This design comes from an exercise in tuning for small area on the open sky130 flow, not from production work. For this run, only the layout was checked, not whether the RTL still works. Power and IR drop assume default switching activity.

### run.sh
#!/bin/bash
# synth_recipe.tcl (not shown) runs the flow's synth.tcl, then flattens the netlist and writes it again
# the make line also repeats each setting of config.mk as NAME=value (left out here)
make -C /OpenROAD-flow-scripts/flow DESIGN_CONFIG=/design/flow/config.mk WORK_HOME=/design/flow/orfs CLKGATE_MAP_FILE= SYNTH_SCRIPT=/design/flow/synth_recipe.tcl finish
### config.mk
export PLATFORM = sky130hd
export DESIGN_NAME = sensor_core
export DESIGN_NICKNAME = sensor_core
export VERILOG_FILES = /design/flow/design.v
export SDC_FILE = /design/flow/constraint.sdc
export NUM_CORES = 4
export LEC_CHECK = 0
export CAP_MARGIN = 20
export CORE_MARGIN = 2
export CORE_UTILIZATION = 40
export SLEW_MARGIN = 20
### constraint.sdc
create_clock -name core_clock -period 10.0 [get_ports {clk}]
set_input_delay 2.0000 -clock core_clock [delete_from_list [all_inputs] [get_ports {clk}]]
set_output_delay 2.0000 -clock core_clock [all_outputs]
set_load 0.01 [all_outputs]
### design.v
module sc_crc8_byte (
    input  wire [7:0] c_in,
    input  wire [7:0] b,
    output wire [7:0] c_out
);
    wire [7:0] s0 = c_in ^ b;
    wire [7:0] s1 = s0[7] ? ({s0[6:0], 1'b0} ^ 8'h31) : {s0[6:0], 1'b0};
    wire [7:0] s2 = s1[7] ? ({s1[6:0], 1'b0} ^ 8'h31) : {s1[6:0], 1'b0};
    wire [7:0] s3 = s2[7] ? ({s2[6:0], 1'b0} ^ 8'h31) : {s2[6:0], 1'b0};
    wire [7:0] s4 = s3[7] ? ({s3[6:0], 1'b0} ^ 8'h31) : {s3[6:0], 1'b0};
    wire [7:0] s5 = s4[7] ? ({s4[6:0], 1'b0} ^ 8'h31) : {s4[6:0], 1'b0};
    wire [7:0] s6 = s5[7] ? ({s5[6:0], 1'b0} ^ 8'h31) : {s5[6:0], 1'b0};
    wire [7:0] s7 = s6[7] ? ({s6[6:0], 1'b0} ^ 8'h31) : {s6[6:0], 1'b0};
    wire [7:0] s8 = s7[7] ? ({s7[6:0], 1'b0} ^ 8'h31) : {s7[6:0], 1'b0};
    assign c_out = s8;
endmodule
module sc_word (
    input  wire [255:0] rx,
    input  wire [4:0]   off,
    output wire [15:0]  word
);
    wire [4:0] off1 = off + 5'd1;
    assign word = {rx[8*off +: 8], rx[8*off1 +: 8]};
endmodule
module sc_sum_unit (
    input  wire         clk,
    input  wire         rst,
    input  wire         go,
    input  wire [5:0]   n,
    input  wire [255:0] rx,
    output reg          done,
    output reg  [15:0]  sum
);
    reg        run;
    reg [4:0]  idx;
    reg [5:0]  rem;
    wire [7:0] byte_in = rx[8*idx +: 8];
    always @(posedge clk) begin
        if (rst) begin
            run  <= 1'b0;
            done <= 1'b0;
        end else begin
            done <= 1'b0;
            if (go) begin
                sum <= 16'd0;
                idx <= 5'd0;
                rem <= n;
                if (n == 6'd0) begin
                    run  <= 1'b0;
                    done <= 1'b1;
                end else begin
                    run <= 1'b1;
                end
            end else if (run) begin
                sum <= sum + {8'd0, byte_in};
                idx <= idx + 5'd1;
                rem <= rem - 6'd1;
                if (rem == 6'd1) begin
                    run  <= 1'b0;
                    done <= 1'b1;
                end
            end
        end
    end
endmodule
module sc_crc8_unit (
    input  wire         clk,
    input  wire         rst,
    input  wire         go,
    input  wire         grp_mode,
    input  wire [4:0]   off,
    input  wire [5:0]   len,
    input  wire [1:0]   ngrp,
    input  wire [255:0] rx,
    output reg          done,
    output reg  [7:0]   crc,
    output reg          bad,
    output reg  [1:0]   bad_grp
);
    reg        run;
    reg        mode;
    reg [4:0]  idx;
    reg [5:0]  rem;
    reg [1:0]  g;
    reg [1:0]  bpos;
    reg [1:0]  glast;
    wire [7:0] byte_in = rx[8*idx +: 8];
    wire [7:0] c_next;
    sc_crc8_byte u_byte (.c_in(crc), .b(byte_in), .c_out(c_next));
    always @(posedge clk) begin
        if (rst) begin
            run  <= 1'b0;
            done <= 1'b0;
        end else begin
            done <= 1'b0;
            if (go) begin
                mode    <= grp_mode;
                crc     <= 8'hFF;
                bad     <= 1'b0;
                bad_grp <= 2'd0;
                g       <= 2'd0;
                bpos    <= 2'd0;
                glast   <= ngrp - 2'd1;
                if (grp_mode) begin
                    idx <= 5'd0;
                    run <= 1'b1;
                end else begin
                    idx <= off;
                    rem <= len;
                    if (len == 6'd0) begin
                        run  <= 1'b0;
                        done <= 1'b1;
                    end else begin
                        run <= 1'b1;
                    end
                end
            end else if (run) begin
                idx <= idx + 5'd1;
                if (!mode) begin
                    crc <= c_next;
                    rem <= rem - 6'd1;
                    if (rem == 6'd1) begin
                        run  <= 1'b0;
                        done <= 1'b1;
                    end
                end else if (bpos != 2'd2) begin
                    crc  <= c_next;
                    bpos <= bpos + 2'd1;
                end else begin
                    bpos <= 2'd0;
                    if (c_next != 8'h00) begin
                        crc     <= c_next;
                        bad     <= 1'b1;
                        bad_grp <= g;
                        run     <= 1'b0;
                        done    <= 1'b1;
                    end else if (g == glast) begin
                        crc  <= c_next;
                        run  <= 1'b0;
                        done <= 1'b1;
                    end else begin
                        crc <= 8'hFF;
                        g   <= g + 2'd1;
                    end
                end
            end
        end
    end
endmodule
module sensor_core (
    input  wire        clk,
    input  wire        rst,             
    input  wire        start,
    input  wire [15:0] desc,
    input  wire        ld_we,           
    input  wire        ld_len_we,       
    input  wire        ld_tx,           
    input  wire [4:0]  ld_addr,
    input  wire [7:0]  ld_data,
    input  wire [6:0]  rd_addr,
    output reg  [15:0] rd_data,
    output wire [15:0] status,
    output wire [2:0]  ph,
    output wire        bus_req,
    output wire [6:0]  bus_addr,
    output wire [3:0]  bus_wlen,
    output wire [63:0] bus_wdata,
    output wire [5:0]  bus_rlen,
    input  wire        bus_rvalid,
    input  wire [7:0]  bus_rdata,
    input  wire        bus_done,
    input  wire        bus_err,
    output wire        tmr_run,
    input  wire        tmr_exp
);
    localparam [2:0] PH_IDLE  = 3'd0;
    localparam [2:0] PH_XFER1 = 3'd1;
    localparam [2:0] PH_WAIT  = 3'd2;
    localparam [2:0] PH_XFER2 = 3'd3;
    localparam [2:0] PH_CHECK = 3'd4;
    localparam [3:0] OP_WORD    = 4'h1;
    localparam [3:0] OP_CSUM    = 4'h2;
    localparam [3:0] OP_CRC8    = 4'h3;
    localparam [3:0] OP_CRCG    = 4'h4;
    localparam [3:0] OP_CRCV    = 4'h5;
    localparam [3:0] OP_XIMM    = 4'h6;
    localparam [3:0] OP_XDLY    = 4'h7;
    localparam [3:0] OP_PMREAD  = 4'h8;
    localparam [3:0] OP_GSERIAL = 4'h9;
    localparam [3:0] OP_GFEAT   = 4'hA;
    localparam [3:0] OP_GSTART  = 4'hB;
    localparam [3:0] OP_GAIRQ   = 4'hC;
    localparam [3:0] OP_GRDBL   = 4'hD;
    localparam [3:0] OP_GWRBL   = 4'hE;
    localparam [2:0] E_NONE = 3'd0, E_TRANSPORT = 3'd1, E_MALFORMED = 3'd2,
                     E_CHECKSUM = 3'd3, E_INTEGRITY = 3'd4, E_INVCAL = 3'd5;
    localparam [2:0] S_NONE = 3'd0, S_MARKER = 3'd1, S_LENGTH = 3'd2,
                     S_DEVERR = 3'd3, S_CRC = 3'd4;
    reg  [7:0]  rx [0:31];
    reg  [5:0]  rxlen;
    reg  [7:0]  tx [0:7];
    reg  [3:0]  txlen;
    reg  [15:0] res [0:11];
    reg  [7:0]  ver;
    reg  [15:0] w_reg;
    reg  [15:0] sum_reg;
    reg  [7:0]  crcr;
    reg  [15:0] opd;
    reg  [2:0]  phase;
    reg         st_done, st_pass, st_fault;
    reg  [2:0]  st_err, st_sub;
    reg  [1:0]  st_grp;
    reg  [5:0]  rcnt;       
    reg         sum_go, crc_go;
    integer i;
    wire [255:0] rx_flat;
    wire [63:0]  tx_flat;
    genvar gi;
    generate
        for (gi = 0; gi < 32; gi = gi + 1) begin : g_rxf
            assign rx_flat[8*gi +: 8] = rx[gi];
        end
        for (gi = 0; gi < 8; gi = gi + 1) begin : g_txf
            assign tx_flat[8*gi +: 8] = tx[gi];
        end
    endgenerate
    wire [3:0] d_op  = desc[15:12];
    wire       d_dev = desc[11];
    wire [4:0] d_a   = desc[10:6];
    wire [5:0] d_b   = desc[5:0];
    reg d_illegal;
    always @* begin
        case (d_op)
            OP_WORD, OP_CRCG:  d_illegal = d_dev || (d_b != 6'd0);
            OP_CRC8:           d_illegal = d_dev;
            OP_XIMM, OP_XDLY:  d_illegal = (d_a != 5'd0) || (d_b > 6'd32);
            OP_CSUM, OP_CRCV, OP_PMREAD, OP_GSERIAL, OP_GFEAT, OP_GSTART,
            OP_GAIRQ, OP_GRDBL, OP_GWRBL:
                               d_illegal = (desc[11:0] != 12'd0);
            default:           d_illegal = 1'b1;
        endcase
    end
    wire [3:0] op  = opd[15:12];
    wire       dev = opd[11];
    wire [4:0] fa  = opd[10:6];
    wire [5:0] fb  = opd[5:0];
    wire delayed = (op == OP_XDLY) || (op == OP_GAIRQ);
    reg [5:0] op_rlen;      
    reg       op_gas;       
    always @* begin
        op_rlen = 6'd0;
        op_gas  = 1'b1;
        case (op)
            OP_XIMM, OP_XDLY: begin op_rlen = fb;    op_gas = dev;  end
            OP_PMREAD:        begin op_rlen = 6'd32; op_gas = 1'b0; end
            OP_GSERIAL:             op_rlen = 6'd9;
            OP_GFEAT:               op_rlen = 6'd3;
            OP_GAIRQ, OP_GRDBL:     op_rlen = 6'd6;
            default:                op_rlen = 6'd0;
        endcase
    end
    wire has_check = (op == OP_PMREAD) || (op == OP_GSERIAL) || (op == OP_GFEAT) ||
                     (op == OP_GAIRQ)  || (op == OP_GRDBL);
    wire [5:0] cur_rlen = (phase == PH_XFER1 && delayed) ? 6'd0 : op_rlen;
    wire [15:0] w_off;         
    wire [15:0] w_last;        
    wire [4:0]  last_off = rxlen[4:0] - 5'd2;
    sc_word u_word_off  (.rx(rx_flat), .off(fa),       .word(w_off));
    sc_word u_word_last (.rx(rx_flat), .off(last_off), .word(w_last));
    wire        sum_done;
    wire [15:0] sum_val;
    wire [5:0]  sum_n = (op == OP_PMREAD) ? 6'd30 : (rxlen - 6'd2);
    sc_sum_unit u_sum (
        .clk(clk), .rst(rst), .go(sum_go), .n(sum_n), .rx(rx_flat),
        .done(sum_done), .sum(sum_val)
    );
    wire        crc_done, crc_bad;
    wire [7:0]  crc_val;
    wire [1:0]  crc_bad_grp;
    wire        crc_grp_mode = (op != OP_CRC8) && (op != OP_CRCG);
    wire [5:0]  crc_len      = (op == OP_CRCG) ? 6'd3 : fb;
    reg  [1:0]  crc_ngrp;
    always @* begin
        case (rxlen)
            6'd3:    crc_ngrp = 2'd1;
            6'd6:    crc_ngrp = 2'd2;
            default: crc_ngrp = 2'd3;
        endcase
    end
    sc_crc8_unit u_crc (
        .clk(clk), .rst(rst), .go(crc_go), .grp_mode(crc_grp_mode),
        .off(fa), .len(crc_len), .ngrp(crc_ngrp), .rx(rx_flat),
        .done(crc_done), .crc(crc_val), .bad(crc_bad), .bad_grp(crc_bad_grp)
    );
    assign ph        = phase;
    assign status    = {st_fault, 1'b0, st_grp, 1'b0, st_sub, 1'b0, st_err,
                        1'b0, st_pass, st_done, (phase != PH_IDLE)};
    assign bus_req   = (phase == PH_XFER1) || (phase == PH_XFER2);
    assign bus_addr  = op_gas ? 7'h58 : 7'h12;
    assign bus_wlen  = (phase == PH_XFER2) ? 4'd0 : txlen;
    assign bus_wdata = tx_flat;
    assign bus_rlen  = cur_rlen;
    assign tmr_run   = (phase == PH_WAIT);
    always @* begin
        rd_data = 16'd0;
        if (rd_addr[6:5] == 2'b01)
            rd_data = {8'd0, rx[rd_addr[4:0]]};
        else if (rd_addr[6:3] == 4'b1000)
            rd_data = {8'd0, tx[rd_addr[2:0]]};
        else if (rd_addr < 7'd12)
            rd_data = res[rd_addr[3:0]];
        else begin
            case (rd_addr)
                7'h0C: rd_data = {8'd0, ver};
                7'h0D: rd_data = w_reg;
                7'h0E: rd_data = sum_reg;
                7'h0F: rd_data = {8'd0, crcr};
                7'h10: rd_data = {10'd0, rxlen};
                7'h11: rd_data = {12'd0, txlen};
                7'h12: rd_data = opd;
                default: rd_data = 16'd0;
            endcase
        end
    end
    wire accept = (phase == PH_IDLE) && !st_fault;
    wire [6:0] end_word = {2'd0, d_a} + 7'd2;
    wire [6:0] end_crc8 = {2'd0, d_a} + {1'd0, d_b};
    wire [6:0] end_crcg = {2'd0, d_a} + 7'd3;
    wire       rxlen_grp = (rxlen == 6'd3) || (rxlen == 6'd6) || (rxlen == 6'd9);
    always @(posedge clk) begin
        if (rst) begin
            phase    <= PH_IDLE;
            st_done  <= 1'b0;
            st_pass  <= 1'b0;
            st_err   <= E_NONE;
            st_sub   <= S_NONE;
            st_grp   <= 2'd0;
            st_fault <= 1'b0;
            rxlen    <= 6'd0;
            txlen    <= 4'd0;
            sum_go   <= 1'b0;
            crc_go   <= 1'b0;
        end else begin
            sum_go <= 1'b0;
            crc_go <= 1'b0;
            case (phase)
            PH_IDLE: begin
                rcnt <= 6'd0;
                if (accept && start) begin
                    opd     <= desc;
                    st_done <= 1'b0;
                    st_pass <= 1'b0;
                    st_err  <= E_NONE;
                    st_sub  <= S_NONE;
                    st_grp  <= 2'd0;
                    if (d_illegal) begin
                        st_fault <= 1'b1;
                    end else begin
                        case (d_op)
                        OP_WORD:
                            if (end_word > {1'b0, rxlen}) st_fault <= 1'b1;
                            else phase <= PH_CHECK;
                        OP_CSUM:
                            if (rxlen < 6'd2) st_fault <= 1'b1;
                            else begin phase <= PH_CHECK; sum_go <= 1'b1; end
                        OP_CRC8:
                            if (end_crc8 > {1'b0, rxlen}) st_fault <= 1'b1;
                            else begin phase <= PH_CHECK; crc_go <= 1'b1; end
                        OP_CRCG:
                            if (end_crcg > {1'b0, rxlen}) st_fault <= 1'b1;
                            else begin phase <= PH_CHECK; crc_go <= 1'b1; end
                        OP_CRCV:
                            if (!rxlen_grp) st_fault <= 1'b1;
                            else begin phase <= PH_CHECK; crc_go <= 1'b1; end
                        OP_XIMM, OP_XDLY:
                            phase <= PH_XFER1;
                        OP_PMREAD: begin
                            txlen <= 4'd0;
                            phase <= PH_XFER1;
                        end
                        OP_GSERIAL: begin
                            tx[0] <= 8'h36; tx[1] <= 8'h82; txlen <= 4'd2;
                            phase <= PH_XFER1;
                        end
                        OP_GFEAT: begin
                            tx[0] <= 8'h20; tx[1] <= 8'h2F; txlen <= 4'd2;
                            phase <= PH_XFER1;
                        end
                        OP_GSTART: begin
                            tx[0] <= 8'h20; tx[1] <= 8'h03; txlen <= 4'd2;
                            phase <= PH_XFER1;
                        end
                        OP_GAIRQ: begin
                            tx[0] <= 8'h20; tx[1] <= 8'h08; txlen <= 4'd2;
                            phase <= PH_XFER1;
                        end
                        OP_GRDBL: begin
                            tx[0] <= 8'h20; tx[1] <= 8'h15; txlen <= 4'd2;
                            phase <= PH_XFER1;
                        end
                        default: begin  
                            if (rxlen != 6'd6) begin
                                st_err  <= E_INVCAL;
                                st_sub  <= S_LENGTH;
                                st_done <= 1'b1;
                            end else begin
                                phase  <= PH_CHECK;
                                crc_go <= 1'b1;
                            end
                        end
                        endcase
                    end
                end else if (accept && ld_we) begin
                    if (!ld_tx)
                        rx[ld_addr] <= ld_data;
                    else if (ld_addr < 5'd8)
                        tx[ld_addr[2:0]] <= ld_data;
                end else if (accept && ld_len_we) begin
                    if (!ld_tx && ld_data <= 8'd32)
                        rxlen <= ld_data[5:0];
                    else if (ld_tx && ld_data <= 8'd8)
                        txlen <= ld_data[3:0];
                end
            end
            PH_XFER1, PH_XFER2: begin
                if (bus_rvalid) begin
                    if (cur_rlen != 6'd0 && !rcnt[5])
                        rx[rcnt[4:0]] <= bus_rdata;
                    if (rcnt != 6'd63)
                        rcnt <= rcnt + 6'd1;
                end
                if (bus_done) begin
                    rcnt <= 6'd0;
                    if (bus_err || rcnt != cur_rlen) begin
                        if (cur_rlen != 6'd0)
                            rxlen <= 6'd0;
                        st_err  <= bus_err ? E_TRANSPORT : E_MALFORMED;
                        st_sub  <= bus_err ? S_NONE : S_LENGTH;
                        st_done <= 1'b1;
                        phase   <= PH_IDLE;
                    end else begin
                        if (cur_rlen != 6'd0)
                            rxlen <= cur_rlen;
                        if (phase == PH_XFER1 && delayed) begin
                            phase <= PH_WAIT;
                        end else if (has_check) begin
                            phase <= PH_CHECK;
                            if (op == OP_PMREAD) sum_go <= 1'b1;
                            else                 crc_go <= 1'b1;
                        end else begin
                            st_done <= 1'b1;
                            phase   <= PH_IDLE;
                        end
                    end
                end
            end
            PH_WAIT: begin
                rcnt <= 6'd0;
                if (tmr_exp) phase <= PH_XFER2;
            end
            default: begin
                case (op)
                OP_WORD: begin
                    w_reg   <= w_off;
                    st_done <= 1'b1;
                    phase   <= PH_IDLE;
                end
                OP_CSUM: if (sum_done) begin
                    sum_reg <= sum_val;
                    st_pass <= (sum_val == w_last);
                    st_done <= 1'b1;
                    phase   <= PH_IDLE;
                end
                OP_CRC8, OP_CRCG, OP_CRCV: if (crc_done) begin
                    crcr <= crc_val;
                    if (op == OP_CRCG) st_pass <= (crc_val == 8'h00);
                    if (op == OP_CRCV) begin
                        st_pass <= !crc_bad;
                        st_grp  <= crc_bad ? crc_bad_grp : 2'd0;
                    end
                    st_done <= 1'b1;
                    phase   <= PH_IDLE;
                end
                OP_PMREAD: begin
                    if ({rx[0], rx[1]} != 16'h424D) begin
                        st_err  <= E_MALFORMED;
                        st_sub  <= S_MARKER;
                        st_done <= 1'b1;
                        phase   <= PH_IDLE;
                    end else if (sum_done) begin
                        sum_reg <= sum_val;
                        if (sum_val != {rx[30], rx[31]}) begin
                            st_err <= E_CHECKSUM;
                        end else if (rx[29] != 8'h00) begin
                            st_err <= E_MALFORMED;
                            st_sub <= S_DEVERR;
                        end else begin
                            for (i = 0; i < 12; i = i + 1)
                                res[i] <= {rx[4 + 2*i], rx[5 + 2*i]};
                            ver <= rx[28];
                        end
                        st_done <= 1'b1;
                        phase   <= PH_IDLE;
                    end
                end
                OP_GWRBL: if (crc_done) begin
                    crcr <= crc_val;
                    if (crc_bad) begin
                        st_err  <= E_INVCAL;
                        st_sub  <= S_CRC;
                        st_grp  <= crc_bad_grp;
                        st_done <= 1'b1;
                        phase   <= PH_IDLE;
                    end else begin
                        tx[0] <= 8'h20; tx[1] <= 8'h1E;
                        tx[2] <= rx[3]; tx[3] <= rx[4]; tx[4] <= rx[5];
                        tx[5] <= rx[0]; tx[6] <= rx[1]; tx[7] <= rx[2];
                        txlen <= 4'd8;
                        phase <= PH_XFER1;
                    end
                end
                default: if (crc_done) begin  
                    crcr <= crc_val;
                    if (crc_bad) begin
                        st_err <= E_INTEGRITY;
                        st_sub <= S_CRC;
                        st_grp <= crc_bad_grp;
                    end else begin
                        case (op)
                        OP_GSERIAL: begin
                            res[0] <= {rx[0], rx[1]};
                            res[1] <= {rx[3], rx[4]};
                            res[2] <= {rx[6], rx[7]};
                        end
                        OP_GFEAT:
                            res[0] <= {rx[0], rx[1]};
                        OP_GAIRQ: begin
                            res[0] <= {rx[0], rx[1]};
                            res[1] <= {rx[3], rx[4]};
                        end
                        default: ;
                        endcase
                    end
                    st_done <= 1'b1;
                    phase   <= PH_IDLE;
                end
                endcase
            end
            endcase
        end
    end
endmodule
==> run notes <==
==> routing by layer <==
metal	GRT usage (%)	wire (microns)
met1	43.0	65900
met2	48.1	80300
met3	9.70	24300
met4	15.9	10900
met5	0	12
==> cell families (layout without fill, tap and decap cells) <==
kind of cell | Yosys count | after routing | synth area share [%]
multiplexers | 708 | 708 | 31.4
adder cells (fa/ha/maj) | 57 | 57 | 1.68
buffers and inverters | 338 | 467 | 3.45
flip-flops | 668 | 668 | 45.5
AO/OA/AOI/OAI | 481 | 481 | 7.77
AND/OR/NAND/NOR | 727 | 727 | 7.83
other | 2 | 9 | 0.0173
XOR/XNOR | 106 | 106 | 2.30
==> tightest hold or removal path: stages (launching register included) <==
cell     delay [ns]
dfxtp_1        0.31
nand2_1        0.05
a21oi_1        0.05
==> Yosys cell counts (11+ instances only) <==
cell / count / share of area, %
and2_1: 20 / 0.29
nor4_1: 15 / 0.22
nand4_1: 21 / 0.30
buf_4: 17 / 0.29
and3_1: 18 / 0.26
mux2_2: 61 / 1.6
mux2i_1: 129 / 3.0
nor3_1: 36 / 0.42
nand2_1: 312 / 2.7
dfxtp_1: 30 / 1.4
buf_2: 23 / 0.27
xnor2_1: 69 / 1.4
clkbuf_1: 178 / 1.5
nand3b_1: 11 / 0.19
nand2b_1: 30 / 0.43
a22oi_1: 75 / 1.3
a221oi_1: 29 / 0.59
buf_1: 49 / 0.42
a211oi_1: 13 / 0.22
o21ai_0: 88 / 1.0
xor2_1: 30 / 0.61
inv_1: 55 / 0.48
mux4_2: 513 / 27
a21oi_1: 91 / 1.0
a21o_1: 12 / 0.21
nor2b_1: 34 / 0.49
a222oi_1: 22 / 0.51
edfxtp_1: 638 / 44
nor2_1: 142 / 1.2
ha_1: 55 / 1.6
a31oi_1: 22 / 0.32
a22o_1: 17 / 0.34
nand3_1: 44 / 0.51
==> stage by stage <==
stage                     power [mW]  cell area (sq um)  utilization (%)  instances  worst slack, ns
after floorplan                 3.57              43400                -       3093             1.55
after global placement          3.83              46600             43.4       4486             2.20
after detailed placement        3.84              46600             43.4       4486             2.16
after CTS                       6.67              49100             45.7       4625             2.14
after global routing            6.81              49100             45.8       4625             1.89
final                           6.67              49100             45.8       4626             1.96
==> area by class of cell <==
type	instances	area [sq um]
tap	1403	1760
sequential	668	19800
timing repair buffer	269	2470
multi-input combinational	2087	22400
antenna	1	2.50
clock buffer	91	2020
clock inverter	48	489
fill	9479	58200
inverter	59	221
==> final timing paths <==
kind | startpoint | endpoint | slack, ns | depth (start not counted)
setup / recovery | rd_addr[3] | rd_data[11] | 1.96 | 9
hold / removal | st_sub[2] | st_sub[2] | 0.46 | 2
setup reg to reg | u_crc.idx[0] | u_crc.bad_grp[1] | 4.51 | 11
hold reg to reg | st_sub[2] | st_sub[2] | 0.46 | 2
==> power by group through the flow <==
| stage | clock, mW | combinational, mW | sequential [mW] |
|---|---|---|---|
| floorplan | 0 | 0.454 | 3.12 |
| global placement | 0 | 0.705 | 3.13 |
| detailed placement | 0 | 0.708 | 3.13 |
| CTS | 2.89 | 0.711 | 3.07 |
| global route | 2.99 | 0.756 | 3.07 |
| finish | 2.87 | 0.725 | 3.07 |
==> qor.txt <==
Outcome = complete, no violations
Post-CTS Resized = 0
Slowest CP cell = clkdlybuf4s50_1
CP Cell Sequence = clkdlybuf4s50_1, ha_1, nand2b_1, nor2_1, a22oi_1, nand3_1, o221ai_1, o21ai_0, clkdlybuf4s50_1
H-Tree Depth = 3
Largest regs = rx x256, res x192, tx x64
GRT Util Overall = 32.3%
Pwr dens = 136 mW/mm^2
Family with the most delay on the worst path = buffers and inverters
Number of distinct library cells after synthesis = 94
Max_slew headroom = 14.2%
CP startpoint kind = input port
Most common cell after layout, fill and taps aside = edfxtp_1
Gpl congestion = 1.02
WL/cell = 39.2 microns
Core ar. = 0.107 sq mm
Die Wd = 333 microns
Peak VDD IR = 0.000126 V
Total Negative Setup Slacks = 0 ns
CTS root buf = clkbuf_16
Die H = 333 microns
Placed wire-length estimate = 131000 microns
DRT antenna net count = 0
YS warnings = 4
Rows = 120
Vias in the first global route = 31.0k
Seq cells post-synth = 668
IO Port Bufs = 163
Share of power burned in registers = 46.1%
Drt drc = 0
Most used cell, CP = clkdlybuf4s50_1
CTS Sinks = 668
Critical path fanouts, max = 12
Max_cap viols = 0
Largest net degree at the start of global routing = 154
CP endpoint kind = output pin
Clock share of power = 43.1%
CTS tree = done
Largest Register = rx
Post-layout min period = 8.04 ns
Post-CTS Hold Fix Bufs = 0
Highest clock rate = 0.124 GHz
Cell Int Power = 4.99 mW
Combinational power share = 10.9%
Iter 0 DRT Violations = 5706
Leak pwr = 16.0 nW
Commonest cells after routing, fill and taps aside = edfxtp_1, mux4_2, nand2_1
Buffers and inverters on the worst path = 2
Post-Route WL = 181000 microns
Worst EP required = 8.00 ns
Clock buffer depth = 3
Post-CTS setup buffers = 0
Sw frac = 25.1%
Syn_area_per_cell = 14.1 sq um
Cells after Synth = 3087
P&R area growth vs syn = 13.2%
Final Cycle Share = 80.4%
Post-synth ARST share = 0%
Initial antenna violation count = 4
Max FFs per register = 256
Pre-antenna DRT Iters = 6
Main synth FF type = edfxtp_1
Final Max Slew Viols = 0
Initial core utilization = 40.4%
GRT overflow = 0
Total Nets Final = 3273
Vias per cell = 7.16
Clock Skew = 0.0477 ns
Crit Path Category = input port to output pin
Critical path's largest stage delay = 0.71 ns
Post-Syn Area = 0.0434 sq mm
Setup Viol. Count Final = 0
Hold Fails Final Rpt = 0
Hold Slack = 0.457 ns
Num CTS Buffers = 77
Hold Crit Class = register to register
Worst Tran Pin Value = 1.28 ns
Sequential area share after synthesis = 45.5%
First-pass GRT wire length = 252000 microns
Post-synth EDFFs = 638
RSZ-0062 raised after global routing = no
Clock Pin Slew Worst Setup and Hold Paths = 0.06 ns
Die area = 0.111 sq mm
Routed vias = 33.1k
Crit path DAT = 6.04 ns
Proportion of layout cells with a drive suffix above 1 = 27.3%
Clk latency of the worst-skew pair = 0.68 ns
Switch Pwr = 1.67 mW
Ports = 172

[afterwards: timing with drivers on the ports]
Ports are ideal in the flow. The routed layout listed here was re-timed in OpenROAD. Step 1 assumes that a clkbuf_16 drives the clock port and a buf_2 every other input. Step 2, shift: input delay + t, output delay - t, t = (earliest + latest rising clock arrival at the registers) / 2. This alone moves slack from input paths to output paths. Slacks: ideal / step 1 / step 2; pairs: ideal / step 1.
t (ns): 0.728
setup WS [ns]: 1.957 / 1.929 / 1.929
clock arrival spread, ns: 0.048 / 0.047
pins driven straight from the clock port: 1
After both steps this run still meets setup and hold. The setup slack of this run moves by -0.028 ns with the drivers and by -0.028 ns with both steps.
